What follows belongs to an exercise in optimizing a design on an open flow for small area, a short achievable clock period and few clock cycles; a production flow would make more cautious choices. Only simulation tests tie the RTL to the original design; equivalence was not proved. Power is estimated from default activity; no workload was simulated.

==> flow/design.v (excerpt) <==
module ki_codec (
    input  wire       clk,
    input  wire       rst,
    input  wire       req_valid,
    output wire       req_ready,
    input  wire [7:0] req_data,
    output reg        rsp_valid,
    input  wire       rsp_ready,
    output reg  [7:0] rsp_data
);
    localparam [4:0] M_OP    = 5'd0;    
    localparam [4:0] A_CRCU  = 5'd1;    
    localparam [4:0] A_TX    = 5'd2;    
    localparam [4:0] A_REG   = 5'd3;    
    localparam [4:0] A_LSET  = 5'd4;    
    localparam [4:0] A_SUNP  = 5'd5;    
    localparam [4:0] A_LLOAD = 5'd6;    
    localparam [4:0] A_DUNP  = 5'd7;    
    localparam [4:0] B_SKIP  = 5'd8;    
    localparam [4:0] B_TX    = 5'd9;    
    localparam [4:0] B_SPACK = 5'd10;   
    localparam [4:0] B_UNP   = 5'd11;   
    localparam [4:0] B_DPACK = 5'd12;   
    localparam [4:0] B_SUNP  = 5'd13;   
    localparam [4:0] B_LLOAD = 5'd14;   
    localparam [4:0] B_DUNP  = 5'd15;   
    localparam [4:0] E_CRC   = 5'd16;   
    localparam [4:0] E_TXHDR = 5'd17;   
    localparam [4:0] E_TXCRC = 5'd18;   
    localparam [4:0] E_PAD   = 5'd19;   
    localparam [4:0] E_PLEN  = 5'd20;   
    localparam [4:0] E_MAP   = 5'd21;   
    localparam [4:0] E_UVAL  = 5'd22;   
    localparam [4:0] R_VER   = 5'd24;   
    localparam [4:0] R_CRC   = 5'd25;
    localparam [4:0] R_FR    = 5'd26;
    localparam [4:0] R_VAL   = 5'd27;
    localparam [4:0] R_MAP   = 5'd28;
    localparam [4:0] R_BITS  = 5'd29;
    reg [15:0] crc_acc;
    reg [31:0] frames_tx;   
    reg        fz;          
    reg        lay_valid;
    reg [31:0] lay_map;     
    reg [7:0]  ring [0:31];
    reg [7:0]  dlen;        
    reg        lok;         
    reg        nin;         
    reg [3:0]  ms;
    wire [4:0] mode = {!nin, ms};
    reg [3:0]  c;           
  ...
Size: ~1400 cells after synthesis, about 22 I/O pins, roughly 18000 um2 of cells after synthesis.
==> flow/config.mk <==
export PLATFORM = sky130hd
export DESIGN_NAME = ki_codec
export DESIGN_NICKNAME = ki_codec
export VERILOG_FILES = /design/flow/design.v
export SDC_FILE = /design/flow/constraint.sdc
export NUM_CORES = 4
export LEC_CHECK = 0
export CAP_MARGIN = 20
export CORE_MARGIN = 2
export CORE_UTILIZATION = 40
export SLEW_MARGIN = 20
==> flow/constraint.sdc <==
create_clock -name core_clock -period 30.0 [get_ports {clk}]
set_input_delay 6.0000 -clock core_clock [delete_from_list [all_inputs] [get_ports {clk}]]
set_output_delay 6.0000 -clock core_clock [all_outputs]
set_load 0.01 [all_outputs]
standard.sh (not shown) runs the stock make flow with config.mk's settings and CLKGATE_MAP_FILE= SYNTH_SCRIPT=/design/flow/synth_recipe.tcl, a recipe that flattens the netlist after the stock synthesis.
==> flow/flow/run.sh <==
#!/bin/bash
# Layout flow: the standard ORFS flow (standard.sh), with
#  - the standard synthesis (standard.sh synth, unchanged), whose
#    combinational logic is then re-mapped by ABC with an area-oriented script
#    (flow/remap.sh, flow/area.abc); every flip-flop instance is kept as it is,
#    and the re-mapped netlist is proved equivalent to the standard one. If any
#    of that fails, the standard netlist is used as it is;
#  - port buffers of sky130_fd_sc_hd__buf_2 (buffer_ports -buffer_cell);
#  - a clock tree of clkbuf_8 leaf clusters, without dummy loads;
#  - timing repair aiming a little past the (unchanged) constraints.
# Logs: flow_synth.log, remap/*.log, flow_standard.log here; ORFS keeps each
# step's log under orfs/logs/.
set -euo pipefail
W=$(pwd)
R=$W/orfs/results/sky130hd/ki_codec/base
bash standard.sh synth > flow_synth.log 2>&1
if bash flow/remap.sh $R/1_2_yosys.v $W/remap/out.v flow/area.abc $W/remap > flow_remap.log 2>&1; then
  cp $R/1_2_yosys.v $W/remap/standard_1_2_yosys.v
  cp $W/remap/out.v $R/1_2_yosys.v
  rm -f $R/1_synth.odb $R/1_synth.sdc
  echo "remapped netlist in use" >> flow_remap.log
else
  echo "remap failed; standard netlist in use" >> flow_remap.log
fi
export BUFFER_PORTS_ARGS="-buffer_cell sky130_fd_sc_hd__buf_2"
export CTS_ARGS="-sink_clustering_enable -repair_clock_nets -dont_use_dummy_load -buf_list sky130_fd_sc_hd__clkbuf_8 -sink_clustering_size 14 -sink_clustering_max_diameter 60"
export SETUP_SLACK_MARGIN=17.6
bash standard.sh > flow_standard.log 2>&1
==> flow/flow/remap.sh <==
#!/bin/bash
# usage: remap.sh in.v out.v area.abc workdir
# Re-maps the combinational logic of the standard synthesis netlist with ABC
# (area-oriented script), keeping every flip-flop instance as it is: same
# name, cell type and connections. Then proves the new netlist equivalent to
# the old one (yosys equiv_*), and fails if it cannot.
set -euo pipefail
IN=$1; OUT=$2; S=$(realpath $3); T=$4
Y=${YOSYS_EXE:-}
if [[ -z "$Y" ]]; then Y=$(command -v yosys || echo ${FLOW_HOME:-/OpenROAD-flow-scripts/flow}/../tools/install/yosys/bin/yosys); fi
LIB=${FLOW_HOME:-/OpenROAD-flow-scripts/flow}/platforms/sky130hd/lib/sky130_fd_sc_hd__tt_025C_1v80.lib
mkdir -p $T
printf 'set_driving_cell sky130_fd_sc_hd__buf_1\nset_load 5\n' > $T/abc.constr
DU=""
for c in probe_p_8 probec_p_8 lpflow_bleeder_1 lpflow_clkbufkapwr_1 lpflow_clkbufkapwr_16 lpflow_clkbufkapwr_2 lpflow_clkbufkapwr_4 lpflow_clkbufkapwr_8 lpflow_clkinvkapwr_1 lpflow_clkinvkapwr_16 lpflow_clkinvkapwr_2 lpflow_clkinvkapwr_4 lpflow_clkinvkapwr_8 lpflow_decapkapwr_12 lpflow_decapkapwr_3 lpflow_decapkapwr_4 lpflow_decapkapwr_6 lpflow_decapkapwr_8 lpflow_inputiso0n_1 lpflow_inputiso0p_1 lpflow_inputiso1n_1 lpflow_inputiso1p_1 lpflow_inputisolatch_1 lpflow_isobufsrc_1 lpflow_isobufsrc_16 lpflow_isobufsrc_2 lpflow_isobufsrc_4 lpflow_isobufsrc_8 lpflow_isobufsrckapwr_16 lpflow_lsbuf_lh_hl_isowell_tap_1 lpflow_lsbuf_lh_hl_isowell_tap_2 lpflow_lsbuf_lh_hl_isowell_tap_4 lpflow_lsbuf_lh_isowell_4 lpflow_lsbuf_lh_isowell_tap_1 lpflow_lsbuf_lh_isowell_tap_2 lpflow_lsbuf_lh_isowell_tap_4; do DU="$DU -dont_use sky130_fd_sc_hd__$c"; done
cat > $T/remap.ys <<EOS
read_liberty -ignore_miss_func $LIB
read_verilog $IN
hierarchy -top ki_codec
setattr -mod -set keep_hierarchy 1 */t:\$_*FF* %m
flatten
opt_clean -purge
abc -script $S -liberty $LIB $DU -constr $T/abc.constr -D 30.0
opt_clean -purge
hilomap -singleton -hicell sky130_fd_sc_hd__conb_1 HI -locell sky130_fd_sc_hd__conb_1 LO
splitnets
opt_clean -purge
stat -liberty $LIB ki_codec
select ki_codec
write_verilog -noattr -nohex -nodec -selected $T/remapped.v
EOS
$Y -l $T/remap.log -s $T/remap.ys > /dev/null
cat > $T/equiv.ys <<EOS
read_liberty -ignore_miss_func $LIB
read_verilog $IN
rename ki_codec gold
read_verilog $T/remapped.v
rename ki_codec gate
flatten
opt_clean
equiv_make gold gate eq
hierarchy -top eq
equiv_simple -seq 2
equiv_induct -seq 2
equiv_status -assert
EOS
$Y -l $T/equiv.log -s $T/equiv.ys > /dev/null
# same flip-flops, by name and cell type
diff <(grep -o 'sky130_fd_sc_hd__e\?df[a-z]*_[0-9] [^ ]*' $IN | sort) \
     <(grep -o 'sky130_fd_sc_hd__e\?df[a-z]*_[0-9] [^ ]*' $T/remapped.v | sort)
cp $T/remapped.v $OUT
Other scripts of this flow, unchanged in this note and not shown: flow/flow/area.abc
The baseline finished clean.
Testbench counts at the start, summed over its fixed seeds: cycles 72,216.
Rerun with:
--- a/flow/flow/run.sh
+++ b/flow/flow/run.sh
@@ -3,3 +3,3 @@
 #  - the standard synthesis (standard.sh synth, unchanged), whose
-#    combinational logic is then re-mapped by ABC with an area-oriented script
+#    combinational logic is then re-mapped by ABC (three passes) with an area-oriented script
 #    (flow/remap.sh, flow/area.abc); every flip-flop instance is kept as it is,
@@ -8,3 +8,3 @@
 #  - port buffers of sky130_fd_sc_hd__buf_2 (buffer_ports -buffer_cell);
-#  - a clock tree of clkbuf_8 leaf clusters, without dummy loads;
+#  - a clock tree of clkbuf_4 leaf clusters, without dummy loads;
 #  - timing repair aiming a little past the (unchanged) constraints.
@@ -25,4 +25,4 @@
 export BUFFER_PORTS_ARGS="-buffer_cell sky130_fd_sc_hd__buf_2"
-export CTS_ARGS="-sink_clustering_enable -repair_clock_nets -dont_use_dummy_load -buf_list sky130_fd_sc_hd__clkbuf_8 -sink_clustering_size 14 -sink_clustering_max_diameter 60"
-export SETUP_SLACK_MARGIN=17.6
+export CTS_ARGS="-sink_clustering_enable -repair_clock_nets -dont_use_dummy_load -buf_list sky130_fd_sc_hd__clkbuf_4 -sink_clustering_size 10 -sink_clustering_max_diameter 50"
+export SETUP_SLACK_MARGIN=17.75
 bash standard.sh > flow_standard.log 2>&1
--- a/flow/flow/remap.sh
+++ b/flow/flow/remap.sh
@@ -31,3 +31,9 @@
 EOS
-$Y -l $T/remap.log -s $T/remap.ys > /dev/null
+# three passes, each from the previous pass's netlist
+cp $IN $T/pass_in.v
+for p in 1 2 3; do
+  sed "s#read_verilog $IN#read_verilog $T/pass_in.v#" $T/remap.ys > $T/remap_$p.ys
+  $Y -l $T/remap_$p.log -s $T/remap_$p.ys > /dev/null
+  cp $T/remapped.v $T/pass_in.v
+done
 cat > $T/equiv.ys <<EOS
--- a/flow/config.mk
+++ b/flow/config.mk
@@ -9,3 +9,4 @@
 export CORE_MARGIN = 2
-export CORE_UTILIZATION = 40
+export CORE_UTILIZATION = 60
+export PLACE_DENSITY = 0.75
 export SLEW_MARGIN = 20
The changed run went through all stages and came out clean; clock-buffer cell count climbs by 11; maximum frequency stays flat; setup slack improved by 35 ps; global-route usage increases by 10 points; total power goes down by 5.3%; worst hold slack got worse by 8.5 ps; cell count is lower by 9.2%; via count went up by 2.2%; first-iteration DRC count went up by 7.4%; clock power decreases by 17%.

==> static timing again, ports no longer ideal <==
How much do the figures lean on ideal ports? The routed layouts below were timed once more, with nothing changed but the port constraints. Step 1, drivers: a clkbuf_16 drives clk and a buf_2 each remaining input, both assumed. Step 2, shift: input delay + t, output delay - t, t = (earliest + latest rising clock arrival at the registers) / 2. This alone moves slack from input paths to output paths. Slacks: ideal ports / drivers / drivers and shift; pairs: ideal ports / drivers.
| run | t (ns) | slack for setup (ns) | clock arrival spread, ns | worst data-port slew with drivers (ns) |
|---|---|---|---|---|
| the first run | 0.648 | 17.633 / 17.614 / 17.614 | 0.061 / 0.060 | 0.03 |
| the second run | 0.722 | 17.668 / 17.636 / 17.636 | 0.159 / 0.159 | 0.07 |
After both steps every run listed still meets setup and hold. For the second run, which loses most, drivers alone change the setup slack by -0.032 ns; drivers and shift together by -0.032 ns.
